Context: an optimization exercise on an open-source flow, tuned for small area, a short achievable clock period and few clock cycles. The choices shown serve that exercise and are no tape-out recipe.
In this exercise RTL edits were held to simulation tests only and were not proved equivalent to the original.
Power and IR drop assume default switching activity.

==> flow/design.v <==
module sap3_core (
    input  wire         clk,
    input  wire         rst,           
    input  wire         step,          
    output wire [15:0]  imem_addr,     
    input  wire [31:0]  imem_data,     
    input  wire [15:0]  prog_len,      
    input  wire [7:0]   in_value,      
    output wire [8:0]   dmem_addr,     
    input  wire [7:0]   dmem_rdata,    
    output wire         dmem_we,       
    output wire [7:0]   dmem_wdata,
    output wire         ready,         
    output wire         stopped,       
    output wire         halted,
    output wire [3:0]   fault,
    output wire [7:0]   acc,
    output wire [127:0] regs,          
    output wire [8:0]   sp,
    output wire         flag_c,
    output wire         flag_z,
    output wire         out_valid,
    output wire [7:0]   out_data,
    output wire         print_valid,
    output wire [15:0]  print_tmpl
);
    localparam [3:0] F_UNKNOWN = 4'd1, F_STACK_OVF = 4'd7, F_STACK_UNF = 4'd8;
    reg [15:0]  pc;
    reg [8:0]   sp_q;
    reg [7:0]   a_q;
    reg [7:0]   r_q [0:15];
    reg         c_q, z_q;
    reg         halt_q;
    reg [3:0]   fault_q;
    reg         stop_q;        
    wire [31:0] ir  = imem_data;
    wire [5:0]  t   = ir[31:26];
    wire [3:0]  ra  = ir[25:22];
    wire [3:0]  rb  = ir[21:18];
    wire [15:0] v   = ir[15:0];
    wire lo0x = !t[5] && !t[4];           
    wire lo1x = !t[5] &&  t[4];           
    wire [3:0] tl = t[3:0];
    wire is_nop   = lo0x && tl == 4'h0;
    wire is_lda   = lo0x && tl == 4'h1;
    wire is_sta   = lo0x && tl == 4'h2;
    wire is_ldr   = lo0x && tl == 4'h3;
    wire is_str   = lo0x && tl == 4'h4;
    wire is_ldi   = lo0x && tl == 4'h5;
    wire is_ldri  = lo0x && tl == 4'h6;
    wire is_movrr = lo0x && tl == 4'h7;
    wire is_movra = lo0x && tl == 4'h8;
    wire is_movar = lo0x && tl == 4'h9;
    wire is_addr  = lo0x && tl == 4'hA;
    wire is_addm  = lo0x && tl == 4'hB;
    wire is_sub   = lo0x && tl == 4'hC;
    wire is_and   = lo0x && tl == 4'hD;
    wire is_or    = lo0x && tl == 4'hE;
    wire is_xor   = lo0x && tl == 4'hF;
    wire is_not   = lo1x && tl == 4'h0;
    wire is_inc   = lo1x && tl == 4'h1;
    wire is_dec   = lo1x && tl == 4'h2;
    wire is_rol   = lo1x && tl == 4'h3;
    wire is_ror   = lo1x && tl == 4'h4;
    wire is_jmp   = lo1x && tl == 4'h5;
    wire is_jz    = lo1x && tl == 4'h6;
    wire is_jnz   = lo1x && tl == 4'h7;
    wire is_jc    = lo1x && tl == 4'h8;
    wire is_jnc   = lo1x && tl == 4'h9;
    wire is_push  = lo1x && tl == 4'hA;
    wire is_pop   = lo1x && tl == 4'hB;
    wire is_in    = lo1x && tl == 4'hC;
    wire is_outa  = lo1x && tl == 4'hD;
    wire is_outr  = lo1x && tl == 4'hE;
    wire is_hlt   = lo1x && tl == 4'hF;
    wire is_print = (t == 6'h20);
    wire is_fault = (t == 6'h3F);
    wire [6:0] gz = { ir[3:0] == 4'd0, ir[7:4] == 4'd0, !ir[8], ir[15:9] == 7'd0,
                      ir[17:16] == 2'd0, ir[21:18] == 4'd0, ir[25:22] == 4'd0 };
    reg [6:0] req;       
    reg       known;     
    always @(*) begin
        known = 1'b1;
        case (t)
            6'h00, 6'h10, 6'h11, 6'h12, 6'h13, 6'h14,
            6'h1A, 6'h1B, 6'h1C, 6'h1D, 6'h1F:        req = 7'b1111111;
            6'h01, 6'h02, 6'h0B, 6'h0C, 6'h0D, 6'h0E,
            6'h0F:                                    req = 7'b0001111;
            6'h03, 6'h04:                             req = 7'b0001110;
            6'h05:                                    req = 7'b0011111;
            6'h06:                                    req = 7'b0011110;
            6'h07:                                    req = 7'b1111100;
            6'h08, 6'h0A, 6'h1E:                      req = 7'b1111110;
            6'h09:                                    req = 7'b1111101;
            6'h15, 6'h16, 6'h17, 6'h18, 6'h19, 6'h20: req = 7'b0000111;
            6'h3F:                                    req = 7'b0111111;
            default: begin                            req = 7'b0000000; known = 1'b0; end
        endcase
    end
    wire legal = known && ((req & ~gz) == 7'd0);
    wire z25_9  = gz[0] && gz[1] && gz[2] && gz[3];
    wire z21_9  = gz[1] && gz[2] && gz[3];
    wire z21_0  = gz[1] && gz[2] && gz[3] && gz[4] && gz[5] && gz[6];
    wire z25_0  = gz[0] && z21_0;
    wire z25_16 = gz[0] && gz[1] && gz[2];
    wire sp_zero = (sp_q == 9'd0);
    wire sp_full = (sp_q == 9'd511);
    wire exc_ovf = is_push && sp_zero;
    wire exc_unf = is_pop && sp_full;
    wire exc_any = !legal || (is_fault && !gz[6]) || exc_ovf || exc_unf;
    wire [3:0] exc = !legal   ? F_UNKNOWN :
                     is_fault ? ir[3:0] :
                     exc_ovf  ? F_STACK_OVF : F_STACK_UNF;
    wire accept = step && !stop_q;
    wire commit = accept && !exc_any;
    wire [7:0] rval = r_q[ra];
    wire [9:0] spi_c, spd_b;
    wire [8:0] sp_inc, sp_dec;
    assign spi_c[0] = 1'b1;
    assign spd_b[0] = 1'b1;
    genvar g;
    generate
        for (g = 0; g < 9; g = g + 1) begin : spx
            assign sp_inc[g]  = sp_q[g] ^ spi_c[g];
            assign spi_c[g+1] = sp_q[g] & spi_c[g];
            assign sp_dec[g]  = sp_q[g] ^ spd_b[g];
            assign spd_b[g+1] = !sp_q[g] & spd_b[g];
        end
    endgenerate
    wire we_sta  = is_sta && z25_9;
    wire we_str  = is_str && z21_9;
    wire we_push = is_push && z25_0 && !sp_zero;
    assign dmem_we     = accept && (we_sta || we_str || we_push);
    assign out_valid   = accept && ((is_outa && z25_0) || (is_outr && z21_0));
    assign print_valid = accept && is_print && z25_16;
    assign dmem_addr  = t[4] ? (t[0] ? sp_inc : sp_q) : v[8:0];
    wire [7:0] st_data = (t[2] && !t[0]) ? rval : a_q;
    assign dmem_wdata = st_data;
    assign out_data   = st_data;
    assign print_tmpl = v;
    wire [7:0] mem_rdata = dmem_rdata;
    wire sel_rval = (t[3] && !t[2] && !t[0]) || (!t[3] && t[2] && t[1] && t[0]);
    wire sel_imm  = !t[3] && t[2];
    wire sel_in   = t[4] && t[2];
    wire [7:0] opb = sel_rval ? rval :
                     sel_imm  ? v[7:0] :
                     sel_in   ? in_value : mem_rdata;
    wire ar_sub = !t[4] && t[2];             
    wire ar_one = t[4];                      
    wire ar_dec = t[4] && t[1];              
    wire [7:0] add_x  = ar_one ? {8{ar_dec}} : (opb ^ {8{ar_sub}});
    wire       add_ci = ar_sub || (ar_one && !ar_dec);
    wire [9:0] add_w = {1'b0, a_q, 1'b1} + {1'b0, add_x, add_ci};
    wire [7:0] sum   = add_w[8:1];
    wire       cout  = add_w[9];
    reg is_arith_c, is_rot_c;
    reg [3:0] lut;       
    always @(*) begin
        is_arith_c = 1'b0;
        is_rot_c   = 1'b0;
        lut        = 4'b1010;                   
        case (t[4:0])
            5'h0A, 5'h0B, 5'h0C, 5'h11, 5'h12: is_arith_c = 1'b1;
            5'h13, 5'h14:                      is_rot_c   = 1'b1;
            5'h0D: lut = 4'b1000;               
            5'h0E: lut = 4'b1110;               
            5'h0F: lut = 4'b0110;               
            5'h10: lut = 4'b0011;               
            default: ;
        endcase
    end
    wire [7:0] rot = t[0] ? {a_q[6:0], a_q[7]} : {a_q[0], a_q[7:1]};
    reg  [7:0] logic_res;
    integer b;
    always @(*)
        for (b = 0; b < 8; b = b + 1)
            logic_res[b] = lut[{a_q[b], opb[b]}];
    wire [7:0] alu_res = is_arith_c ? sum : is_rot_c ? rot : logic_res;
    wire [7:0] add_p  = a_q ^ add_x;
    wire [7:0] add_k  = {a_q[6:0] | add_x[6:0], add_ci};
    wire       z_add  = (add_p == add_k);
    wire       z_rot  = (a_q == 8'd0);        
    wire       z_log  = (logic_res == 8'd0);
    wire       alu_zero = is_arith_c ? z_add : is_rot_c ? z_rot : z_log;
    wire alu_z = is_addr || is_addm || is_sub || is_and || is_or || is_xor ||
                 is_not || is_inc || is_dec || is_rol || is_ror || is_in;
    wire a_wr  = alu_z || is_lda || is_ldi || is_movra || is_pop;
    wire c_wr  = is_addr || is_addm;
    wire taken = is_jmp || (is_jz && z_q) || (is_jnz && !z_q) ||
                 (is_jc && c_q) || (is_jnc && !c_q);
    wire [16:0] pci_c;
    wire [15:0] pc_inc;
    assign pci_c[0] = 1'b1;
    generate
        for (g = 0; g < 16; g = g + 1) begin : pcx
            assign pc_inc[g]  = pc[g] ^ pci_c[g];
            assign pci_c[g+1] = pc[g] & pci_c[g];
        end
    endgenerate
    wire [15:0] pc_d   = rst ? 16'd0 : (taken ? v : pc_inc);
    wire        pc_en  = rst || (commit && !is_hlt);
    always @(posedge clk)
        if (pc_en) pc <= pc_d;
    wire stop_en = rst || accept;
    wire stop_d  = (!rst && (exc_any || is_hlt)) || (pc_d == prog_len);
    always @(posedge clk)
        if (stop_en) stop_q <= stop_d;
    wire halt_en = rst || (accept && (exc_any || is_hlt));
    always @(posedge clk)
        if (halt_en) halt_q <= !rst;
    wire fault_en = rst || (accept && exc_any);
    always @(posedge clk)
        if (fault_en) fault_q <= rst ? 4'd0 : exc;
    wire       sp_en = rst || (commit && (is_push || is_pop));
    wire [8:0] sp_d  = rst ? 9'd511 : (t[0] ? sp_inc : sp_dec);
    always @(posedge clk)
        if (sp_en) sp_q <= sp_d;
    wire a_en = rst || (commit && a_wr);
    always @(posedge clk)
        if (a_en) a_q <= rst ? 8'd0 : alu_res;
    wire z_en = rst || (commit && alu_z);
    always @(posedge clk)
        if (z_en) z_q <= !rst && alu_zero;
    wire c_en = rst || (commit && c_wr);
    always @(posedge clk)
        if (c_en) c_q <= !rst && cout;
    wire       rf_we   = commit && (is_ldr || is_ldri || is_movrr || is_movar);
    wire       rf_by_a = t[1] && !(t[0] && t[2]);
    wire [3:0] rf_wsel = rf_by_a ? ra : rb;
    wire [7:0] rf_d    = rst ? 8'd0 : (t[3] ? a_q : opb);
    generate
        for (g = 0; g < 16; g = g + 1) begin : rf
            always @(posedge clk)
                if (rst || (rf_we && rf_wsel == g))
                    r_q[g] <= rf_d;
        end
    endgenerate
    assign imem_addr   = pc;
    assign ready       = 1'b1;
    assign stopped     = stop_q;
    assign halted      = halt_q;
    assign fault       = fault_q;
    assign acc         = a_q;
    assign sp          = sp_q;
    assign flag_c      = c_q;
    assign flag_z      = z_q;
    genvar k;
    generate
        for (k = 0; k < 16; k = k + 1) begin : regs_out
            assign regs[8*k +: 8] = r_q[k];
        end
    endgenerate
endmodule
==> flow/flow/run.sh <==
#!/bin/bash
# The standard layout (standard.sh), with these changes:
#  - synthesis maps the logic with ABC's &nf mapper (flow/area.script, through
#    flow/synth_abc.tcl, which otherwise runs synth_recipe.tcl as it is, and
#    leaves out a few slow cells), and without Yosys's adder extraction
#    (ADDER_MAP_FILE empty), so ABC maps the adders too; the registers are
#    the standard synthesis's;
#  - the port buffers that ORFS inserts at global placement are
#    sky130_fd_sc_hd__buf_1 (ORFS otherwise picks the delay cell clkdlybuf4s50_1).
set -euo pipefail
work=$(pwd)
export FLOW_SYNTH_TCL=$work/synth_recipe.tcl
export FLOW_ABC_SCRIPT=$work/flow/area.script
bash standard.sh "SYNTH_SCRIPT=$work/flow/synth_abc.tcl" 'ADDER_MAP_FILE=' \
  'BUFFER_PORTS_ARGS=-buffer_cell sky130_fd_sc_hd__buf_1' finish > standard_flow.log 2>&1
==> flow/flow/area.script <==
&get -n
&st
&dch
&nf
&put
==> flow/flow/synth_abc.tcl <==
# The standard synthesis (synth_recipe.tcl in the work folder, unchanged),
# with one difference in Yosys's abc pass: it runs the ABC script named by
# FLOW_ABC_SCRIPT instead of ORFS's abc_area/abc_speed script, and it leaves
# out the cells whose pull-up is a stack of four transistors (nor4, or4, o41,
# a2111 families), which are slow on the paths from the record to the ports,
# and a222oi, the one logic cell with no stronger size. Only the combinational
# mapping changes; the registers are the standard synthesis's.
proc abc {args} {
  set i [lsearch -exact $args -script]
  if { $i >= 0 } { lset args [expr {$i + 1}] $::env(FLOW_ABC_SCRIPT) }
  foreach f {nor4 nor4b nor4bb or4 or4b or4bb o41a o41ai a2111o a2111oi} {
    foreach s {0 1 2 4} { lappend args -dont_use sky130_fd_sc_hd__${f}_$s }
  }
  lappend args -dont_use sky130_fd_sc_hd__a222oi_1
  yosys abc {*}$args
}
source $::env(FLOW_SYNTH_TCL)
==> flow/standard.sh <==
#!/bin/bash
# synth_recipe.tcl (not shown) runs the flow's synth.tcl, then flattens the netlist and writes it again
# the make line also repeats each setting of config.mk as NAME=value (left out here)
make -C /OpenROAD-flow-scripts/flow DESIGN_CONFIG=/design/flow/config.mk WORK_HOME=/design/flow/orfs CLKGATE_MAP_FILE= SYNTH_SCRIPT=/design/flow/synth_recipe.tcl "${@:-finish}"
==> flow/config.mk <==
export PLATFORM = sky130hd
export DESIGN_NAME = sap3_core
export DESIGN_NICKNAME = sap3_core
export VERILOG_FILES = /design/flow/design.v
export SDC_FILE = /design/flow/constraint.sdc
export NUM_CORES = 4
export LEC_CHECK = 0
export ABC_AREA = 1
export CAP_MARGIN = 20
export CORE_MARGIN = 2
export CORE_UTILIZATION = 40
export SETUP_SLACK_MARGIN = 4.5
export SLEW_MARGIN = 20
==> flow/constraint.sdc <==
create_clock -name core_clock -period 10.0 [get_ports {clk}]
set_input_delay 2.0000 -clock core_clock [delete_from_list [all_inputs] [get_ports {clk}]]
set_output_delay 2.0000 -clock core_clock [all_outputs]
set_load 0.01 [all_outputs]
==> impl_metrics.env, run 1 <==
export IMPL_outcome="timing/DRC/antenna clean"
export IMPL_antenna_found_initial=0
export IMPL_maxCapViolations=0
export IMPL_total_power_mw=1.99
export IMPL_cts_tree="done"
export IMPL_crit_cells=9
export IMPL_critPathCaptureType="output port"
export IMPL_synth_edff_count=169
export IMPL_start_kind="input pin"
export IMPL_io_buffers=279
export IMPL_layout_commonest_cell="buf_1"
export IMPL_drt_iter0_markers=998
export IMPL_drive_above_1_share_pct=13.2
export IMPL_worstHoldPathType="reg2reg"
export IMPL_grt_usage_pct=28.1
export IMPL_cts_hold_buf=0
export IMPL_drtPass1Iterations=7
export IMPL_dieArea_mm2=0.0252
export IMPL_syn2layout_area_growth_pct=27.2
export IMPL_dp_hpwl_mm=26.3
export IMPL_die_w_um=159
export IMPL_dpl_worst_slack_ns=3.31
export IMPL_h_tree_depth=4
export IMPL_gp_congestion=0.935
export IMPL_die_h_um=159
export IMPL_synth_yosys_seq_area_share_pct=53.1
export IMPL_arrival_ns=3.59
export IMPL_finalWirelength_mm=35.8
export IMPL_worst_pin_slew_ns=1.08
export IMPL_clock_skew_ns=0.0176
export IMPL_worstRegToRegCells=10
export IMPL_critPathRequiredTime_ns=8.00
export IMPL_fmax_ghz=0.179
export IMPL_ant_nets=0
export IMPL_period_share_pct=55.9
export IMPL_powerDensity_mw_per_mm2=163
export IMPL_clock_path_buffers=2
export IMPL_worstHoldStart="sp_q[0]$_SDFFCE_PP1P_"
export IMPL_synth_ff_latch_count=169
export IMPL_clkTransAtPathRegs_ns=0.07
export IMPL_coreArea_mm2=0.0235
export IMPL_syn_nets=930
export IMPL_grt_pass1_vias=8320
export IMPL_path_buf_inv=2
export IMPL_viasPerCell=6.03
export IMPL_num_rows=56
export IMPL_drcViolationCount=0
export IMPL_worstPathMaxFanout=2
export IMPL_io_pins=281
export IMPL_cts_root_buffer="clkbuf_16"
export IMPL_synthArstFlopShare_pct=0
export IMPL_yosysWarnings=2
export IMPL_worst_ir_drop_vdd_v=0.000104
export IMPL_grt_start_max_net_pins=47
export IMPL_mostFrequentLayoutCells="buf_1, edfxtp_1, a21oi_1, o21ai_0, nand2_1"
export IMPL_clk_latency_ns=0.44
export IMPL_nets=1229
export IMPL_globalRouteOverflowTotal=0
export IMPL_worstSetupPathType="in2out"
export IMPL_wl_per_cell_um=24.0
export IMPL_crit_path_cell_trace="buf_6 -> or2_4 -> nor3_4 -> nand2_2 -> nor2_2 -> and4b_2 -> o2111ai_4 -> a21oi_2 -> buf_2"
export IMPL_grt_setup_unrepaired="true"
export IMPL_syn_inst=863
export IMPL_critical_path_slowest_cell="and4b_2"
export IMPL_crit_path_max_incr_delay_ns=0.30
export IMPL_leakage_nw=4.08
export IMPL_r2r_end="r_q[3][1]$_DFFE_PP_"
export IMPL_synthFlopType="edfxtp_1"
export IMPL_synth_area_mm2=0.00956
export IMPL_ys_types=54
export IMPL_avgSynthCellArea_um2=11.1
export IMPL_num_fill_cells=2170
export IMPL_finalSetupTns_ns=0
export IMPL_antenna_cells=0
export IMPL_via_count=9016
export IMPL_period_minus_slack_ns=5.59
export IMPL_numCtsBuffers=17
export IMPL_min_path_cells=1
export IMPL_slew_limit_headroom_pct=27.3
export IMPL_regToRegSetupSlack_ns=6.51
export IMPL_cts_sinks=169
export IMPL_worstReg2RegStart="sp_q[0]$_SDFFCE_PP1P_"
export IMPL_grt_pass1_wl_mm=51.8
export IMPL_setup_violations=0
export IMPL_drv_slew=0
export IMPL_worst_slack_ns=4.41
export IMPL_crit_family="simple AND/OR/NAND/NOR gates"
export IMPL_start_util_pct=40.7
export IMPL_finalHoldViolCount=0
export IMPL_hold_path_endpoint="sp_q[0]$_SDFFCE_PP1P_"
==> worst max-delay path by stage <==
stage	from	end	slack [ns]
2_1_floorplan	imem_data[25]	out_data[4]	4.50
3_3_place_gp	imem_data[28]	a_q[7]$_SDFFCE_PP0P_	3.34
3_5_place_dp	imem_data[28]	a_q[7]$_SDFFCE_PP0P_	3.31
4_1_cts	imem_data[19]	dmem_we	4.35
5_1_grt	imem_data[19]	dmem_we	4.33
6_report	imem_data[19]	dmem_we	4.41
==> synthesized netlist by cell type (all sizes together) (11+ instances only) <==
master	count	share of area, %
edfxtp	169	53
a21oi	69	3.6
o21ai	62	3.2
nor2	57	2.2
nand2	56	2.2
a22oi	35	2.7
xnor2	33	3.0
a32oi	28	2.6
nand3	28	1.5
buf	25	2.0
nand4	25	1.6
clkinv	19	0.75
nor2b	18	1.2
a31o	17	1.6
nand2b	17	1.1
o211ai	16	1.3
mux2i	15	1.6
nor3	14	0.73
and3	13	0.85
or3	13	0.85
a211oi	11	0.86
or2	11	0.72
xor2	11	1.0
==> metal layers <==
metal  track usage, %  wire length (um)  up-vias  share of wire [%]
li1                 -                 -     4062                  -
met1             37.5             14300     4295                 40
met2             44.1             16600      599                 46
met3             7.97              3960       60                 11
met4             9.31               926        0                2.6
met5                0                 0        -                  0
==> stage by stage <==
step / instance area (um^2) / utilization, % / hold WS, ns / instances
6_report: 12200 / 51.8 / 0.700 / 1494
5_1_grt: 12200 / 51.8 / 0.724 / 1494
4_1_cts: 12000 / 51.3 / 0.703 / 1492
3_5_place_dp: 11000 / 46.7 / 0.687 / 1448
3_3_place_gp: 11000 / 46.7 / 0.680 / 1448
2_1_floorplan: 9580 / - / 0.675 / 863
==> registers in the layout (all words and copies together), names as in the netlist <==
name	flops
halt_q	1
pc	16
c_q	1
z_q	1
fault_q	4
r_q	128
stop_q	1
sp_q	9
a_q	8
==> repair_timing <==
item                       in CTS  in global routing
buffers inserted               10                  2
gates resized for setup       109                 34
setup endpoints to repair     158                153
cloned                          2                  0
pin swaps                      27                 18
==> report_power, final <==
part           switching (mW)  internal, mW
clock network           0.332         0.337
registers              0.0546         0.852
logic                   0.269         0.142
total                   0.655          1.33
==> final cells by class <==
class	instances	area (um^2)	share of cell area, %
inverter	19	78.8	0.648
tap	319	399	3.28
timing repair buffer	303	1370	11.2
sequential	169	5070	41.7
clock inverter	15	178	1.46
multi-input combinational	652	4640	38.2
clock buffer	17	425	3.50
==> cells by family after synthesis <==
kind of cell,share of synthesized area (%)
AOI/OAI and AO/OA,21.1
and+or+nand+nor,15.7
DFF,53.1
xor gates and xnor gates,4.03
buffers and inverters,2.71
muxes,3.22
adders and majority gates,0.105
other,0.0392
Testbench counts, summed over its fixed seeds: cycles 120,658.
==> run 2: changes to the inputs <==
--- a/flow/config.mk
+++ b/flow/config.mk
@@ -10,3 +10,4 @@
 export CORE_MARGIN = 2
-export CORE_UTILIZATION = 40
+export CORE_UTILIZATION = 55
+export PLACE_DENSITY = 0.75
 export SETUP_SLACK_MARGIN = 4.5
==> run 2 against run 1 <==
Against the previous run:
- register-to-register slack got worse by 0.05 ns
- global-route usage increased by 7.4 points
- sequential cell count did not move
- final area shrank 0.48%
- first-iteration DRC count increased by 34%
==> impl_metrics.env, run 2 <==
export IMPL_drcViolationCount=0
export IMPL_crit_end="dmem_we"
export IMPL_layout_cells_non_filler=1417
export IMPL_leakage_nw=4.15
export IMPL_wl_per_cell_um=24.4
export IMPL_arrival_ns=3.57
export IMPL_clock_path_buffers=2
export IMPL_critPathRequiredTime_ns=8.00
export IMPL_finalSetupTns_ns=0
export IMPL_clk_latency_ns=0.45
export IMPL_worstRegToRegCells=10
export IMPL_grt_pass1_wl_mm=48.6
export IMPL_globalRouteOverflowTotal=0
export IMPL_critPathCaptureType="output port"
export IMPL_cts_hold_buf=0
export IMPL_io_buffers=279
export IMPL_clock_skew_ns=0.00707
export IMPL_top_regs="r_q x128, pc x16, sp_q x9"
export IMPL_start_kind="input pin"
export IMPL_ys_types=54
export IMPL_worst_slack_ns=4.43
export IMPL_worstReg2RegStart="sp_q[0]$_SDFFCE_PP1P_"
export IMPL_syn_nets=930
export IMPL_period_share_pct=55.7
export IMPL_dieArea_mm2=0.0185
export IMPL_cts_tree="done"
export IMPL_layout_commonest_cell="buf_1"
export IMPL_syn_inst=863
export IMPL_io_pins=281
export IMPL_placedCellCount=1355
export IMPL_ant_nets=0
export IMPL_synth_commonest_cells="edfxtp_1, a21oi_1, o21ai_0"
export IMPL_regMostFlops="r_q"
export IMPL_nets=1245
export IMPL_yosysMostFrequentCell="edfxtp_1"
export IMPL_grt_setup_unrepaired="true"
export IMPL_worstSetupPathType="in2out"
export IMPL_synth_yosys_seq_area_share_pct=53.1
export IMPL_cts_sinks=169
export IMPL_largest_reg_flops=128
export IMPL_mostFrequentLayoutCells="buf_1, edfxtp_1, a21oi_1, o21ai_0, nand2_1"
export IMPL_dp_hpwl_mm=24.0
export IMPL_synthArstFlopShare_pct=0
export IMPL_avgSynthCellArea_um2=11.1
export IMPL_regToRegSetupSlack_ns=6.46
export IMPL_worstPathMaxFanout=2
export IMPL_slew_limit_headroom_pct=41.8
export IMPL_finalHoldViolCount=0
export IMPL_numCtsBuffers=17
export IMPL_drtPass1Iterations=10
export IMPL_synth_edff_count=169
export IMPL_antenna_found_initial=0
export IMPL_start_util_pct=55.9
export IMPL_via_count=9476
export IMPL_synth_ff_latch_count=169
export IMPL_r2r_end="r_q[0][6]$_DFFE_PP_"
export IMPL_total_power_mw=2.01
export IMPL_worstHoldPathType="reg2reg"
export IMPL_synthFlopType="edfxtp_1"
export IMPL_min_path_cells=1
export IMPL_grt_pass1_vias=8257
export IMPL_maxCapViolations=0
export IMPL_clkTransAtPathRegs_ns=0.07
export IMPL_yosysTopAreaCellShare_pct=53.1
export IMPL_num_fill_cells=1298
export IMPL_synth_area_top_cells="edfxtp_1, a21oi_1, o21ai_0"
export IMPL_syn2layout_area_growth_pct=26.6
export IMPL_outcome="timing/DRC/antenna clean"
export IMPL_drt_iter0_markers=1337
export IMPL_powerDensity_mw_per_mm2=166
export IMPL_worst_ir_drop_vdd_v=0.000169
export IMPL_synth_area_mm2=0.00956
export IMPL_cp_startpoint="imem_data[19]"
export IMPL_drive_above_1_share_pct=12.8
export IMPL_cts_root_buffer="clkbuf_16"
export IMPL_h_tree_depth=4
export IMPL_grt_start_max_net_pins=47
export IMPL_finalWirelength_mm=34.6
export IMPL_final_util_pct=70.7
export IMPL_coreArea_mm2=0.0171
export IMPL_die_h_um=136
export IMPL_gp_congestion=0.969
export IMPL_die_w_um=136
export IMPL_fmax_ghz=0.180
export IMPL_dpl_worst_slack_ns=3.18
export IMPL_viasPerCell=6.69
export IMPL_setup_violations=0
export IMPL_num_rows=48
export IMPL_period_minus_slack_ns=5.57
export IMPL_worst_pin_slew_ns=0.865
export IMPL_drv_slew=0
export IMPL_yosysWarnings=2
export IMPL_yosysTopAreaCell="edfxtp_1"
export IMPL_grt_usage_pct=35.4
export IMPL_worstHoldStart="sp_q[0]$_SDFFCE_PP1P_"
## run 2: cell types whose count changed in the layout (fill, tap and decap cells not counted), sizes merged
cell      before  now
clkinv        27   25
buf          301  315
inv            5    8
bufinv         0    1
clkinvlp       2    0
clkbuf        19   21
diode          0    1
## run 2: worst max-delay path: stages
cell and delay (ns):
buf_6 0.10, or2_4 0.25, nor3_4 0.21, nand2_2 0.14, nor2_4 0.14, and4b_1 0.25
o2111ai_2 0.15, a21oi_2 0.16, buf_2 0.15
## run 2: power breakdown
part	switching (mW)	internal [mW]	leakage (nW)
Combinational	0.265	0.143	2.14
Clock	0.332	0.364	0.305
Sequential	0.0527	0.852	1.71
## run 2: what timing repair did
item	CTS	global route
buffers inserted	16	7
endpoints found under the setup margin	173	152
gates cloned	2	3
pin swaps	18	17
gates resized for setup	78	36
## run 2: area by class of cell
type / instances / area (um^2) / area share (%)
Sequential cell: 169 / 5070 / 41.9
Antenna cell: 1 / 2.50 / 0.0207
Timing Repair Buffer: 319 / 1520 / 12.6
Clock inverter: 15 / 200 / 1.65
Tap cell: 225 / 282 / 2.33
Multi-Input combinational cell: 652 / 4530 / 37.4
Inverter: 19 / 72.6 / 0.599
Clock buffer: 17 / 425 / 3.51
## run 2: worst min path at each step
stage                             to  slack, ns
6_report       sp_q[0]$_SDFFCE_PP1P_       0.70
5_1_grt        sp_q[0]$_SDFFCE_PP1P_       0.73
4_1_cts        sp_q[0]$_SDFFCE_PP1P_       0.69
3_5_place_dp   sp_q[0]$_SDFFCE_PP1P_       0.68
3_3_place_gp   sp_q[0]$_SDFFCE_PP1P_       0.68
2_1_floorplan  sp_q[0]$_SDFFCE_PP1P_       0.67
## run 2: per-layer routing
| metal | global-route usage [%] | up-vias | routed length [um] |
|---|---|---|---|
| met3 | 9.88 | 125 | 4170 |
| li1 | - | 4088 | - |
| met4 | 15.0 | 0 | 1450 |
| met5 | 0 | - | 0 |
| met2 | 55.8 | 809 | 16300 |
| met1 | 46.4 | 4454 | 12700 |
## run 2: logic make-up after synthesis
kind of cell,share of synthesized area [%]
AND/OR/NAND/NOR,15.7
AO/OA/AOI/OAI,21.1
multiplexers,3.22
buffers and inverters,2.71
other,0.0392
flip-flops,53.1
XOR/XNOR,4.03
adder cells (fa/ha/maj),0.105
## run 2: metrics by stage
step	hold WS, ns	area (um^2)
CTS	0.695	11800
global route	0.734	12100
detailed placement	0.678	10800
floorplan	0.675	9580
global placement	0.678	10800
finish	0.700	12100
==> run 3: changes to the inputs <==
--- a/flow/config.mk
+++ b/flow/config.mk
@@ -10,4 +10,5 @@
 export CORE_MARGIN = 2
-export CORE_UTILIZATION = 55
-export PLACE_DENSITY = 0.75
+export CORE_UTILIZATION = 40
+export CTS_CLUSTER_DIAMETER = 300
+export CTS_CLUSTER_SIZE = 50
 export SETUP_SLACK_MARGIN = 4.5
==> run 3 against run 2 <==
Against the previous run:
- global-route usage down 7.4 points
- clock skew up 0.011 ns
- routed wire length up 3.5%
- critical path depth unchanged
- final area up 0.49%
- still clean
- synthesized area unchanged
- die area up 36%
==> impl_metrics.env, run 3 <==
export IMPL_outcome="timing/DRC/antenna clean"
export IMPL_crit_path_max_incr_delay_ns=0.30
export IMPL_start_kind="input pin"
export IMPL_synthArstFlopShare_pct=0
export IMPL_worstSetupPathType="in2out"
export IMPL_intPower_mw=1.33
export IMPL_antenna_found_initial=0
export IMPL_cts_hold_buf=0
export IMPL_layout_commonest_cell="buf_1"
export IMPL_synthFlopType="edfxtp_1"
export IMPL_worst_pin_slew_ns=1.08
export IMPL_drv_slew=0
export IMPL_finalWirelength_mm=35.8
export IMPL_mostFrequentLayoutCells="buf_1, edfxtp_1, a21oi_1, o21ai_0, nand2_1"
export IMPL_finalSetupTns_ns=0
export IMPL_setup_violations=0
export IMPL_drtPass1Iterations=7
export IMPL_switching_share_pct=33.0
export IMPL_syn_inst=863
export IMPL_dp_hpwl_mm=26.3
export IMPL_grt_setup_unrepaired="true"
export IMPL_via_count=9016
export IMPL_worst_ir_drop_vdd_v=0.000104
export IMPL_regMostFlops="r_q"
export IMPL_io_pins=281
export IMPL_wl_per_cell_um=24.0
export IMPL_combPwrFrac_pct=20.7
export IMPL_numCtsBuffers=17
export IMPL_syn_nets=930
export IMPL_ant_nets=0
export IMPL_clkTransAtPathRegs_ns=0.07
export IMPL_viasPerCell=6.03
export IMPL_maxCapViolations=0
export IMPL_yosysMostFrequentCell="edfxtp_1"
export IMPL_layout_cells_non_filler=1494
export IMPL_period_minus_slack_ns=5.59
export IMPL_synth_yosys_seq_area_share_pct=53.1
export IMPL_gp_congestion=0.935
export IMPL_syn2layout_area_growth_pct=27.2
export IMPL_grt_start_max_net_pins=47
export IMPL_grt_pass1_vias=8320
export IMPL_critPathCaptureType="output port"
export IMPL_avgSynthCellArea_um2=11.1
export IMPL_io_buffers=279
export IMPL_cts_root_buffer="clkbuf_16"
export IMPL_h_tree_depth=4
export IMPL_netSwitchingPower_mw=0.655
export IMPL_critical_path_slowest_cell="and4b_2"
export IMPL_drcViolationCount=0
export IMPL_total_power_mw=1.99
export IMPL_top_regs="r_q x128, pc x16, sp_q x9"
export IMPL_start_util_pct=40.7
export IMPL_cts_sinks=169
export IMPL_final_seq_area_mm2=0.00507
export IMPL_die_w_um=159
export IMPL_dieArea_mm2=0.0252
export IMPL_powerDensity_mw_per_mm2=163
export IMPL_p_clk_share_pct=33.7
export IMPL_worstPathMaxFanout=2
export IMPL_fmax_ghz=0.179
export IMPL_clock_skew_ns=0.0176
export IMPL_yosysTopAreaCell="edfxtp_1"
export IMPL_globalRouteOverflowTotal=0
export IMPL_nets=1229
export IMPL_slew_limit_headroom_pct=27.3
export IMPL_synth_edff_count=169
export IMPL_leakage_nw=4.08
export IMPL_p_seq_share_pct=45.6
export IMPL_grt_usage_pct=28.1
export IMPL_yosysWarnings=2
export IMPL_num_fill_cells=2170
export IMPL_synth_ff_latch_count=169
export IMPL_grt_pass1_wl_mm=51.8
export IMPL_synth_area_mm2=0.00956
export IMPL_finalHoldViolCount=0
export IMPL_clk_latency_ns=0.44
export IMPL_worstHoldPathType="reg2reg"
export IMPL_coreArea_mm2=0.0235
export IMPL_antenna_cells=0
export IMPL_dpl_worst_slack_ns=3.31
export IMPL_die_h_um=159
export IMPL_drt_iter0_markers=998
export IMPL_num_rows=56
export IMPL_placedCellCount=1448
export IMPL_largest_reg_flops=128
export IMPL_synth_area_top_cells="edfxtp_1, a21oi_1, o21ai_0"
export IMPL_crit_path_cell_trace="buf_6 -> or2_4 -> nor3_4 -> nand2_2 -> nor2_2 -> and4b_2 -> o2111ai_4 -> a21oi_2 -> buf_2"
export IMPL_timing_hold_ws_ns=0.700
export IMPL_period_share_pct=55.9
export IMPL_yosysTopAreaCellShare_pct=53.1
export IMPL_drive_above_1_share_pct=13.2
export IMPL_multi_input_comb_area_mm2=0.00464
export IMPL_ys_types=54
export IMPL_critPathRequiredTime_ns=8.00
export IMPL_clock_path_buffers=2
export IMPL_worst_slack_ns=4.41
export IMPL_synth_commonest_cells="edfxtp_1, a21oi_1, o21ai_0"
export IMPL_cts_tree="done"
export IMPL_arrival_ns=3.59
==> run 3: per-stage QoR <==
step | util [%] | area, um^2
after floorplan | - | 9580
after global placement | 46.7 | 11000
after detailed placement | 46.7 | 11000
after CTS | 51.3 | 12000
after global routing | 51.8 | 12200
final | 51.8 | 12200
==> run 3: per-layer routing <==
metal / vias to the layer above / routed length, um / track usage, %
met1: 4295 / 14300 / 37.5
met2: 599 / 16600 / 44.1
li1: 4062 / - / -
met5: - / 0 / 0
met4: 0 / 926 / 9.31
met3: 60 / 3960 / 7.97
==> run 3: cell type report <==
cell class / instances / area share, %
clock buffers: 17 / 3.50
clock inverters: 15 / 1.46
inverters: 19 / 0.648
multi-input cells: 652 / 38.2
flip-flops and latches: 169 / 41.7
well taps: 319 / 3.28
repair buffers: 303 / 11.2
==> run 3: logic make-up (layout without fill, tap and decap cells) <==
logic type | after synthesis | in the layout | share of synthesized area [%]
AO/OA/AOI/OAI | 301 | 301 | 21.1
other | 1 | 1 | 0.0392
buffers and inverters | 44 | 354 | 2.71
XOR/XNOR | 44 | 44 | 4.03
flip-flops | 169 | 169 | 53.1
adder cells (fa/ha/maj) | 1 | 1 | 0.105
AND/OR/NAND/NOR | 281 | 283 | 15.7
multiplexers | 22 | 22 | 3.22
==> run 3: power groups by stage <==
| stage | Clock (mW) | Sequential, mW | Combinational (mW) |
|---|---|---|---|
| finish | 0.669 | 0.907 | 0.411 |
| global route | 0.704 | 0.912 | 0.447 |
| CTS | 0.675 | 0.905 | 0.399 |
| detailed placement | 0 | 0.918 | 0.375 |
| global placement | 0 | 0.920 | 0.375 |
| floorplan | 0 | 0.926 | 0.202 |
==> run 3: critical path: cells and delay by family <==
| family | cells | cell delay, ns |
|---|---|---|
| compound gates | 2 | 0.33 |
| buf+inv | 2 | 0.24 |
| simple gates | 5 | 1.03 |
==> run 3: what timing repair did <==
item / CTS / global route
setup endpoints to repair: 158 / 153
buffers inserted: 10 / 2
cloned: 2 / 0
resized for setup: 109 / 34
pin swaps: 27 / 18
==> run 3: final timing paths <==
path                         startpoint               endpoint  slack, ns  cells after the start
setup reg to reg  sp_q[0]$_SDFFCE_PP1P_    r_q[3][1]$_DFFE_PP_       6.51                     10
hold reg to reg   sp_q[0]$_SDFFCE_PP1P_  sp_q[0]$_SDFFCE_PP1P_       0.70                      1
setup / recovery          imem_data[19]                dmem_we       4.41                      9
hold / removal    sp_q[0]$_SDFFCE_PP1P_  sp_q[0]$_SDFFCE_PP1P_       0.70                      1
==> run 4: changes to the inputs <==
--- a/flow/config.mk
+++ b/flow/config.mk
@@ -11,4 +11,4 @@
 export CORE_UTILIZATION = 40
-export CTS_CLUSTER_DIAMETER = 300
-export CTS_CLUSTER_SIZE = 50
+export CTS_CLUSTER_DIAMETER = 150
+export CTS_CLUSTER_SIZE = 30
 export SETUP_SLACK_MARGIN = 4.5
==> run 4 against run 3 <==
Against the previous run:
- still clean on timing, DRC and antenna
- global-route usage unchanged
- clock power about the same
- first-iteration DRC count unchanged
- hold slack unchanged
- non-clock buffer count unchanged
- clock-buffer cell count unchanged
- critical path type unchanged
==> impl_metrics.env, run 4 <==
export IMPL_crit_path_cell_trace="buf_6 -> or2_4 -> nor3_4 -> nand2_2 -> nor2_2 -> and4b_2 -> o2111ai_4 -> a21oi_2 -> buf_2"
export IMPL_grt_usage_pct=28.1
export IMPL_synth_ff_latch_count=169
export IMPL_drcViolationCount=0
export IMPL_io_buffers=279
export IMPL_dr_wl_met2_mm=16.6
export IMPL_powerDensity_mw_per_mm2=163
export IMPL_synth_edff_count=169
export IMPL_viasPerCell=6.03
export IMPL_ant_nets=0
export IMPL_mostFrequentLayoutCells="buf_1, edfxtp_1, a21oi_1, o21ai_0, nand2_1"
export IMPL_die_w_um=159
export IMPL_hold_path_endpoint="sp_q[0]$_SDFFCE_PP1P_"
export IMPL_yosysMostFrequentCell="edfxtp_1"
export IMPL_worst_ir_drop_vdd_v=0.000104
export IMPL_critPathRequiredTime_ns=8.00
export IMPL_regToRegSetupSlack_ns=6.51
export IMPL_start_util_pct=40.7
export IMPL_wl_met1_mm=14.3
export IMPL_path_buf_inv=2
export IMPL_top_regs="r_q x128, pc x16, sp_q x9"
export IMPL_synthArstFlopShare_pct=0
export IMPL_period_minus_slack_ns=5.59
export IMPL_grt_pass1_vias=8320
export IMPL_wl_per_cell_um=24.0
export IMPL_maxCapViolations=0
export IMPL_synth_area_top_cells="edfxtp_1, a21oi_1, o21ai_0"
export IMPL_via_count=9016
export IMPL_worstReg2RegStart="sp_q[0]$_SDFFCE_PP1P_"
export IMPL_arrival_ns=3.59
export IMPL_wl_met3_mm=3.96
export IMPL_start_kind="input pin"
export IMPL_synth_commonest_cells="edfxtp_1, a21oi_1, o21ai_0"
export IMPL_yosysWarnings=2
export IMPL_syn_nets=930
export IMPL_drtPass1Iterations=7
export IMPL_syn_inst=863
export IMPL_worstRegToRegCells=10
export IMPL_gp_congestion=0.935
export IMPL_dp_hpwl_mm=26.3
export IMPL_setup_violations=0
export IMPL_io_pins=281
export IMPL_top_layer="met4"
export IMPL_die_h_um=159
export IMPL_yosysTopAreaCellShare_pct=53.1
export IMPL_drive_above_1_share_pct=13.2
export IMPL_synth_yosys_seq_area_share_pct=53.1
export IMPL_crit_path_max_incr_delay_ns=0.30
export IMPL_worstHoldPathType="reg2reg"
export IMPL_layout_commonest_cell="buf_1"
export IMPL_grt_setup_unrepaired="true"
export IMPL_antenna_found_initial=0
export IMPL_min_path_cells=1
export IMPL_worst_pin_slew_ns=1.08
export IMPL_regMostFlops="r_q"
export IMPL_globalRouteOverflowTotal=0
export IMPL_finalHoldViolCount=0
export IMPL_yosysTopAreaCell="edfxtp_1"
export IMPL_ys_types=54
export IMPL_clkTransAtPathRegs_ns=0.07
export IMPL_clock_skew_ns=0.0176
export IMPL_leakage_nw=4.08
export IMPL_critPathCaptureType="output port"
export IMPL_worstSetupPathType="in2out"
export IMPL_cp_startpoint="imem_data[19]"
export IMPL_cts_tree="done"
export IMPL_largest_reg_flops=128
export IMPL_worstHoldStart="sp_q[0]$_SDFFCE_PP1P_"
export IMPL_critical_path_slowest_cell="and4b_2"
export IMPL_cts_sinks=169
export IMPL_period_share_pct=55.9
export IMPL_grt_start_max_net_pins=47
export IMPL_fmax_ghz=0.179
export IMPL_h_tree_depth=4
export IMPL_r2r_end="r_q[3][1]$_DFFE_PP_"
export IMPL_num_rows=56
export IMPL_outcome="timing/DRC/antenna clean"
export IMPL_antenna_cells=0
export IMPL_finalWirelength_mm=35.8
export IMPL_avgSynthCellArea_um2=11.1
export IMPL_numCtsBuffers=17
export IMPL_finalSetupTns_ns=0
export IMPL_synthFlopType="edfxtp_1"
export IMPL_grt_pass1_wl_mm=51.8
export IMPL_worstPathMaxFanout=2
export IMPL_clk_latency_ns=0.44
export IMPL_crit_family="simple AND/OR/NAND/NOR gates"
export IMPL_dieArea_mm2=0.0252
export IMPL_synth_area_mm2=0.00956
export IMPL_clock_path_buffers=2
export IMPL_coreArea_mm2=0.0235
export IMPL_worst_slack_ns=4.41
export IMPL_nets=1229
export IMPL_slew_limit_headroom_pct=27.3
export IMPL_dpl_worst_slack_ns=3.31
export IMPL_cts_root_buffer="clkbuf_16"
export IMPL_syn2layout_area_growth_pct=27.2
export IMPL_drt_iter0_markers=998
export IMPL_drv_slew=0
run 4: logic make-up after synthesis:
| family | synth area share, % |
|---|---|
| XOR/XNOR | 4.03 |
| other | 0.0392 |
| AND/OR/NAND/NOR | 15.7 |
| AO/OA/AOI/OAI | 21.1 |
| buffers and inverters | 2.71 |
| multiplexers | 3.22 |
| flip-flops | 53.1 |
| adder cells (fa/ha/maj) | 0.105 |
run 4: cell type report:
type | instances | area (um^2)
multi-input cells | 652 | 4640
repair buffers | 303 | 1370
clock inverters | 15 | 178
clock buffers | 17 | 425
inverters | 19 | 78.8
flip-flops and latches | 169 | 5070
fillers | 2170 | 11300
well taps | 319 | 399
run 4: layer usage:
layer / global-route usage, % / vias up
met5: 0 / -
met4: 9.31 / 0
met3: 7.97 / 60
met2: 44.1 / 599
met1: 37.5 / 4295
li1: - / 4062
run 4: report_power, final:
| part | leakage, nW | internal, mW | switching, mW |
|---|---|---|---|
| registers | 1.71 | 0.852 | 0.0546 |
| logic | 2.08 | 0.142 | 0.269 |
| clock network | 0.293 | 0.337 | 0.332 |
| total | 4.08 | 1.33 | 0.655 |
run 4: how the worst max path moves through the flow:
| stage | to | cells after the start |
|---|---|---|
| 2_1_floorplan | out_data[4] | 5 |
| 3_3_place_gp | a_q[7]$_SDFFCE_PP0P_ | 14 |
| 3_5_place_dp | a_q[7]$_SDFFCE_PP0P_ | 14 |
| 4_1_cts | dmem_we | 9 |
| 5_1_grt | dmem_we | 9 |
| 6_report | dmem_we | 9 |
run 4: stage by stage:
step / cell area (um^2) / std cells / power (mW) / util (%) / hold WS [ns]
2_1_floorplan: 9580 / 863 / 1.13 / - / 0.675
3_3_place_gp: 11000 / 1448 / 1.30 / 46.7 / 0.680
3_5_place_dp: 11000 / 1448 / 1.29 / 46.7 / 0.687
4_1_cts: 12000 / 1492 / 1.98 / 51.3 / 0.703
5_1_grt: 12200 / 1494 / 2.06 / 51.8 / 0.724
6_report: 12200 / 1494 / 1.99 / 51.8 / 0.700
run 4: timing repair:
action | 4_1_cts | 5_1_grt
hold buffers | 0 | 0
gates resized for setup | 109 | 34
pin swaps | 27 | 18
endpoints found under the setup margin | 158 | 153
gates cloned | 2 | 0
buffers inserted | 10 | 2
==> run 5: changes to the inputs <==
--- a/flow/config.mk
+++ b/flow/config.mk
@@ -11,5 +11,3 @@
 export CORE_UTILIZATION = 40
-export CTS_CLUSTER_DIAMETER = 150
-export CTS_CLUSTER_SIZE = 30
-export SETUP_SLACK_MARGIN = 4.5
+export SETUP_SLACK_MARGIN = 4.6
 export SLEW_MARGIN = 20
==> run 5 against run 4 <==
Against the previous run:
- still clean on timing, DRC and antenna
- clock skew fell by 0.0013 ns
- setup slack improved by 0.098 ns
- power rose by 2.6%
- clock power rose by 4.3%
- die area did not move
- fmax rose by 1.8%
- combinational power rose by 3%
- critical path type unchanged
- largest power group unchanged
==> impl_metrics.env, run 5 <==
export IMPL_critPathCaptureType="output port"
export IMPL_antenna_cells=0
export IMPL_synth_area_mux_share_pct=3.22
export IMPL_slew_limit_headroom_pct=22.7
export IMPL_drv_slew=0
export IMPL_crit_path_cell_trace="buf_6 -> or2_4 -> nor3_4 -> nand2_2 -> buf_4 -> nor2_2 -> a32o_2 -> nand2_1 -> a21oi_2 -> buf_2"
export IMPL_mostFrequentLayoutCells="buf_1, edfxtp_1, a21oi_1, o21ai_0, nand2_1"
export IMPL_clock_skew_ns=0.0163
export IMPL_critical_path_slowest_cell="or2_4"
export IMPL_antenna_found_initial=0
export IMPL_outcome="timing/DRC/antenna clean"
export IMPL_placedCellCount=1448
export IMPL_cts_root_buffer="clkbuf_16"
export IMPL_worstRegToRegCells=10
export IMPL_finalHoldViolCount=0
export IMPL_worstSetupPathType="in2out"
export IMPL_worst_ir_drop_vdd_v=0.000125
export IMPL_maxCapViolations=0
export IMPL_grt_start_max_net_pins=47
export IMPL_ant_nets=0
export IMPL_drcViolationCount=0
export IMPL_powerDensity_mw_per_mm2=164
export IMPL_critPathRequiredTime_ns=8.00
export IMPL_worstPathMaxFanout=2
export IMPL_drive_above_1_share_pct=15.8
export IMPL_period_minus_slack_ns=5.49
export IMPL_syn_inst=863
export IMPL_numCtsBuffers=17
export IMPL_period_share_pct=54.9
export IMPL_ys_types=54
export IMPL_die_w_um=159
export IMPL_yosysTopAreaCell="edfxtp_1"
export IMPL_num_fill_cells=2143
export IMPL_crit_path_max_incr_delay_ns=0.25
export IMPL_yosysWarnings=2
export IMPL_cts_sinks=169
export IMPL_h_tree_depth=4
export IMPL_yosysMostFrequentCell="edfxtp_1"
export IMPL_synth_xor_area_share_pct=4.03
export IMPL_layout_cells_non_filler=1505
export IMPL_start_kind="input pin"
export IMPL_io_buffers=279
export IMPL_synthFlopType="edfxtp_1"
export IMPL_worstHoldPathType="reg2reg"
export IMPL_num_rows=56
export IMPL_start_util_pct=40.7
export IMPL_cts_tree="done"
export IMPL_nets=1240
export IMPL_arrival_ns=3.49
export IMPL_finalSetupTns_ns=0
export IMPL_leakage_nw=4.21
export IMPL_finalWirelength_mm=37.8
export IMPL_synth_yosys_seq_area_share_pct=53.1
export IMPL_io_pins=281
export IMPL_largest_reg_flops=128
export IMPL_wl_per_cell_um=25.1
export IMPL_synth_top_family_by_area="compound AO/OA/AOI/OAI gates"
export IMPL_min_path_cells=1
export IMPL_synth_area_top_cells="edfxtp_1, a21oi_1, o21ai_0"
export IMPL_synthAdderAreaFrac_pct=0.105
export IMPL_coreArea_mm2=0.0235
export IMPL_synth_simple_gate_area_share_pct=15.7
export IMPL_die_h_um=159
export IMPL_dieArea_mm2=0.0252
export IMPL_clkTransAtPathRegs_ns=0.07
export IMPL_fmax_ghz=0.182
export IMPL_grt_usage_pct=29.1
export IMPL_syn_nets=930
export IMPL_syn2layout_area_growth_pct=29.8
export IMPL_crit_family="simple AND/OR/NAND/NOR gates"
export IMPL_avgSynthCellArea_um2=11.1
export IMPL_top_regs="r_q x128, pc x16, sp_q x9"
export IMPL_drt_iter0_markers=1087
export IMPL_cts_hold_buf=0
export IMPL_synth_compound_area_share_pct=21.1
export IMPL_grt_pass1_vias=8427
export IMPL_synth_area_mm2=0.00956
export IMPL_synth_edff_count=169
export IMPL_clock_path_buffers=2
export IMPL_gp_congestion=0.934
export IMPL_globalRouteOverflowTotal=0
export IMPL_grt_pass1_wl_mm=53.6
export IMPL_dp_hpwl_mm=27.0
export IMPL_yosysTopAreaCellShare_pct=53.1
export IMPL_synthArstFlopShare_pct=0
export IMPL_grt_setup_unrepaired="true"
export IMPL_viasPerCell=6.21
export IMPL_clk_latency_ns=0.45
export IMPL_synth_commonest_cells="edfxtp_1, a21oi_1, o21ai_0"
export IMPL_drtPass1Iterations=8
export IMPL_path_buf_inv=3
export IMPL_layout_commonest_cell="buf_1"
export IMPL_via_count=9341
export IMPL_setup_violations=0
export IMPL_worst_pin_slew_ns=1.16
export IMPL_crit_cells=10
export IMPL_regMostFlops="r_q"
export IMPL_synth_ff_latch_count=169
==> run 5: cell counts after synthesis <==
No cell type changed its count.
==> run 5: through the flow <==
| stage | hold slack [ns] | util [%] | instance area, um^2 | power (mW) | setup slack [ns] |
|---|---|---|---|---|---|
| finish | 0.689 | 52.9 | 12400 | 2.04 | 4.51 |
| global route | 0.723 | 52.9 | 12400 | 2.11 | 4.45 |
| CTS | 0.690 | 51.7 | 12100 | 2.01 | 4.46 |
| detailed placement | 0.673 | 46.8 | 11000 | 1.30 | 3.53 |
| global placement | 0.675 | 46.8 | 11000 | 1.30 | 3.60 |
| floorplan | 0.675 | - | 9590 | 1.13 | 4.62 |
==> run 5: cells by family (layout without fill, tap and decap cells) <==
group,after synthesis,count (layout)
AO/OA/AOI/OAI,301,301
XOR/XNOR,44,44
adder cells (fa/ha/maj),1,1
buffers and inverters,44,365
flip-flops,169,169
multiplexers,22,22
other,1,1
AND/OR/NAND/NOR,281,283
==> run 5: final timing paths <==
path	slack [ns]	start	endpoint
setup / recovery	4.51	imem_data[19]	dmem_we
hold / removal	0.69	sp_q[0]$_SDFFCE_PP1P_	sp_q[0]$_SDFFCE_PP1P_
setup reg to reg	6.54	sp_q[0]$_SDFFCE_PP1P_	r_q[8][7]$_DFFE_PP_
hold reg to reg	0.69	sp_q[0]$_SDFFCE_PP1P_	sp_q[0]$_SDFFCE_PP1P_
==> run 5: layout make-up <==
type	count	area [um^2]	share of cell area, %
clock buffers	17	425	3.43
inverters	19	76.3	0.615
clock inverters	15	203	1.63
multi-input cells	652	4720	38.1
repair buffers	314	1510	12.1
well taps	319	399	3.22
flip-flops and latches	169	5070	40.9
==> run 5: power by group <==
group	leakage [nW]	internal, mW	switching [mW]
combinational	2.20	0.149	0.274
sequential	1.71	0.852	0.0640
clock	0.303	0.362	0.336
==> run 5: repair_timing <==
item                       4_1_cts  5_1_grt
gates resized for setup        109       59
setup endpoints to repair      159      156
pin swaps                       31       31
buffers inserted                14        6
gates cloned                     4        1
==> run 5: routing by layer <==
metal | routed length (um) | global-route usage [%] | up-vias
met5 | 0 | 0 | -
met4 | 1480 | 10.6 | 0
met3 | 4560 | 7.02 | 107
met2 | 17300 | 46.4 | 750
met1 | 14500 | 38.8 | 4410
li1 | - | - | 4074
==> run 5: worst reg2reg max path, delay by kind of cell (launching register included) <==
kind,cells,cell delay [ns]
flops,1,0.48
simple gates,6,1.93
compound gates,3,0.58
buf+inv,1,0.18
==> run 6: changes to the inputs <==
--- a/flow/flow/synth_abc.tcl
+++ b/flow/flow/synth_abc.tcl
@@ -4,3 +4,4 @@
 # out the cells whose pull-up is a stack of four transistors (nor4, or4, o41,
-# a2111 families), which are slow on the paths from the record to the ports,
+# a2111 families) and the and4 / a41 families, which are slow on the paths
+# from the record to the ports,
 # and a222oi, the one logic cell with no stronger size. Only the combinational
@@ -10,3 +11,3 @@
   if { $i >= 0 } { lset args [expr {$i + 1}] $::env(FLOW_ABC_SCRIPT) }
-  foreach f {nor4 nor4b nor4bb or4 or4b or4bb o41a o41ai a2111o a2111oi} {
+  foreach f {nor4 nor4b nor4bb or4 or4b or4bb o41a o41ai a2111o a2111oi and4 and4b and4bb a41o a41oi} {
     foreach s {0 1 2 4} { lappend args -dont_use sky130_fd_sc_hd__${f}_$s }
--- a/flow/config.mk
+++ b/flow/config.mk
@@ -11,3 +11,3 @@
 export CORE_UTILIZATION = 40
-export SETUP_SLACK_MARGIN = 4.6
+export SETUP_SLACK_MARGIN = 4.5
 export SLEW_MARGIN = 20
==> run 6 against run 5 <==
Against the previous run:
- still clean
- fmax shrank 0.38%
- sequential cell count is the same
- non-clock buffer count is 13 higher
- via count rose by 2.4%
- setup slack worse by 0.021 ns
- clock-buffer cell count is the same
- sequential power shrank 0.9%
- register-to-register slack got worse by 0.63 ns
- routed wire length decreased by 2.6%
- critical path depth decreased by 2
- sequential share of layout area is 1.7 points lower
- clock power down 2%
- critical path type unchanged
- critical endpoint is now dmem_wdata[5]
- largest power group unchanged
==> impl_metrics.env, run 6 <==
export IMPL_regMostFlops="r_q"
export IMPL_leakage_nw=4.46
export IMPL_num_rows=57
export IMPL_finalHoldViolCount=0
export IMPL_coreArea_mm2=0.0245
export IMPL_yosysTopAreaCellShare_pct=50.6
export IMPL_worstPathMaxFanout=6
export IMPL_synth_yosys_seq_area_share_pct=50.6
export IMPL_worstReg2RegStart="sp_q[0]$_SDFFCE_PP1P_"
export IMPL_critPathCaptureType="output port"
export IMPL_clock_path_buffers=2
export IMPL_yosysWarnings=2
export IMPL_drtPass1Iterations=7
export IMPL_die_h_um=162
export IMPL_die_w_um=162
export IMPL_grt_setup_unrepaired="true"
export IMPL_worstHoldPathType="reg2reg"
export IMPL_finalSetupTns_ns=0
export IMPL_nets=1372
export IMPL_grt_pass1_vias=8703
export IMPL_globalRouteOverflowTotal=0
export IMPL_synth_area_mm2=0.0100
export IMPL_cts_root_buffer="clkbuf_16"
export IMPL_crit_path_cell_trace="buf_16 -> buf_12 -> or2_4 -> o32a_1 -> nand4_1 -> o31ai_4 -> o21ai_1 -> clkbuf_2"
export IMPL_synth_area_top_cells="edfxtp_1, clkinv_1, nor2_1"
export IMPL_grt_start_max_net_pins=50
export IMPL_maxCapViolations=0
export IMPL_viasPerCell=5.83
export IMPL_setup_violations=0
export IMPL_worst_ir_drop_vdd_v=0.000102
export IMPL_numCtsBuffers=17
export IMPL_final_seq_area_mm2=0.00507
export IMPL_yosysTopAreaCell="edfxtp_1"
export IMPL_worstSetupPathType="in2out"
export IMPL_worst_pin_slew_ns=0.989
export IMPL_fmax_ghz=0.181
export IMPL_syn2layout_area_growth_pct=29.3
export IMPL_total_power_mw=2.05
export IMPL_r2r_end="r_q[7][2]$_DFFE_PP_"
export IMPL_yosysMostFrequentCell="edfxtp_1"
export IMPL_outcome="timing/DRC/antenna clean"
export IMPL_gp_congestion=0.919
export IMPL_dp_hpwl_mm=26.1
export IMPL_period_share_pct=55.1
export IMPL_synthArstFlopShare_pct=0
export IMPL_multi_input_comb_area_mm2=0.00476
export IMPL_mostFrequentLayoutCells="buf_1, edfxtp_1, clkinv_1, nor2_1"
export IMPL_antenna_cells=0
export IMPL_largest_reg_flops=128
export IMPL_num_fill_cells=2218
export IMPL_via_count=9567
export IMPL_grt_usage_pct=26.7
export IMPL_clkTransAtPathRegs_ns=0.08
export IMPL_cts_sinks=169
export IMPL_synth_edff_count=169
export IMPL_dieArea_mm2=0.0264
export IMPL_syn_nets=1047
export IMPL_slew_limit_headroom_pct=34.1
export IMPL_avgSynthCellArea_um2=10.2
export IMPL_synth_ff_latch_count=169
export IMPL_cts_tree="done"
export IMPL_regToRegSetupSlack_ns=5.91
export IMPL_grt_pass1_wl_mm=52.5
export IMPL_ys_types=49
export IMPL_worstHoldStart="sp_q[0]$_SDFFCE_PP1P_"
export IMPL_synthFlopType="edfxtp_1"
export IMPL_critical_path_slowest_cell="o32a_1"
export IMPL_io_pins=281
export IMPL_powerDensity_mw_per_mm2=158
export IMPL_clk_latency_ns=0.44
export IMPL_syn_inst=980
export IMPL_crit_path_max_incr_delay_ns=0.37
export IMPL_arrival_ns=3.51
export IMPL_min_path_cells=1
export IMPL_ant_nets=0
export IMPL_cp_startpoint="imem_data[25]"
export IMPL_crit_end="dmem_wdata[5]"
export IMPL_layout_commonest_cell="buf_1"
export IMPL_critPathRequiredTime_ns=8.00
export IMPL_wl_per_cell_um=22.4
export IMPL_period_minus_slack_ns=5.51
export IMPL_start_kind="input pin"
export IMPL_top_regs="r_q x128, pc x16, sp_q x9"
export IMPL_drcViolationCount=0
export IMPL_synth_commonest_cells="edfxtp_1, clkinv_1, nor2_1"
export IMPL_antenna_found_initial=2
export IMPL_drv_slew=0
export IMPL_worstRegToRegCells=12
export IMPL_h_tree_depth=4
export IMPL_io_buffers=279
export IMPL_start_util_pct=41.0
export IMPL_drt_iter0_markers=1089
export IMPL_drive_above_1_share_pct=13.4
export IMPL_clock_skew_ns=0.0169
export IMPL_finalWirelength_mm=36.8
==> run 6: changes by cell type after synthesis, sizes merged, moves of 14 or more <==
cell    delta
nor2      +42
clkinv    +96
a22oi     -34
a32oi     -28
o32a      +17
a31o      -16
o22a      +25
o21ai     -14
a21oi     -14
a211oi    +18
==> run 6: how the worst min path moves through the flow <==
stage                            endpoint  slack, ns
global route        sp_q[0]$_SDFFCE_PP1P_       0.75
floorplan           sp_q[0]$_SDFFCE_PP1P_       0.69
detailed placement  sp_q[0]$_SDFFCE_PP1P_       0.70
CTS                 sp_q[0]$_SDFFCE_PP1P_       0.72
global placement    sp_q[0]$_SDFFCE_PP1P_       0.70
finish              sp_q[0]$_SDFFCE_PP1P_       0.72
==> run 6: metrics by stage <==
step	worst slack [ns]	std cells	hold WS [ns]	cell area [um^2]	utilization, %
3_5_place_dp	3.41	1577	0.700	11400	46.8
2_1_floorplan	4.49	980	0.685	10000	-
5_1_grt	4.44	1642	0.747	13000	53.0
3_3_place_gp	3.50	1577	0.698	11400	46.8
4_1_cts	4.46	1625	0.720	12500	51.3
6_report	4.49	1642	0.720	13000	53.0
==> run 6: layout make-up <==
cell class	instances	share of cell area, %
Clock buffer	17	3.28
Clock inverter	15	1.34
Inverter	115	3.33
Multi-Input combinational cell	675	36.7
Sequential cell	169	39.2
Tap cell	324	3.13
Timing Repair Buffer	327	13.1
==> run 6: routing by layer <==
metal,global-route usage [%],wire length [um],vias to the layer above
met4,11.9,1490,2
met2,40.4,16700,534
met5,0,15,-
met3,4.86,3020,90
li1,-,-,4325
met1,37.7,15600,4616
==> run 6: critical path, delay by kind of cell <==
family,cells,cell delay [ns]
AOI/OAI and AO/OA,3,0.66
and+or+nand+nor,2,0.44
buffers and inverters,3,0.41
==> run 6: cells by family (layout without fill, tap and decap cells) <==
logic type               count (synthesis)  in the layout  share of synthesized area, %
buffers and inverters                  140            474                          6.18
adder cells (fa/ha/maj)                  2              2                         0.200
AO/OA/AOI/OAI                          273            273                          19.1
multiplexers                            22             22                          3.19
AND/OR/NAND/NOR                        318            322                          15.9
XOR/XNOR                                55             55                          4.80
flip-flops                             169            169                          50.6
other                                    1              1                        0.0374
==> run 6: timing repair <==
action                                  CTS  global route
hold endpoints to repair                  0             0
pin swaps                                18            33
hold buffers                              0             0
endpoints found under the setup margin  154           150
cloned                                    4             6
gates resized for setup                  75            73
setup buffers                            12            11
==> run 6: report_power, final <==
group	switching [mW]	total (mW)	internal, mW
registers	0.0554	0.908	0.852
logic	0.287	0.459	0.172
clock network	0.327	0.687	0.359

[static timing again, ports no longer ideal]
Ports are ideal in the flow. The routed layouts listed here were re-timed in OpenROAD. Step 1, drivers: a clkbuf_16 drives clk and a buf_2 each remaining input, both assumed. Step 2 moves the port delays by t, midway between the first and last clock arrival at a register: inputs arrive t later, outputs are due t later. That takes back most of the time a late clock gives input paths. Slacks: ideal / step 1 / step 2; pairs: ideal / step 1.
| run | t, ns | setup WS [ns] | worst slew at a driven data input, ns | pins driven straight from the clock port |
|---|---|---|---|---|
| run 1 | 0.480 | 4.408 / 4.371 / 4.318 | 0.07 | 1 |
| run 2 | 0.491 | 4.431 / 4.399 / 4.133 | 0.15 | 1 |
| run 3 | 0.480 | 4.408 / 4.371 / 4.318 | 0.07 | 1 |
| run 4 | 0.480 | 4.408 / 4.371 / 4.318 | 0.07 | 1 |
| run 5 | 0.485 | 4.506 / 4.401 / 4.320 | 0.19 | 1 |
| run 6 | 0.484 | 4.485 / 4.319 / 4.235 | 0.22 | 1 |
After both steps setup and hold are still met in every run listed. For run 2, which loses most, drivers alone change the setup slack by -0.032 ns; drivers and shift together by -0.298 ns.
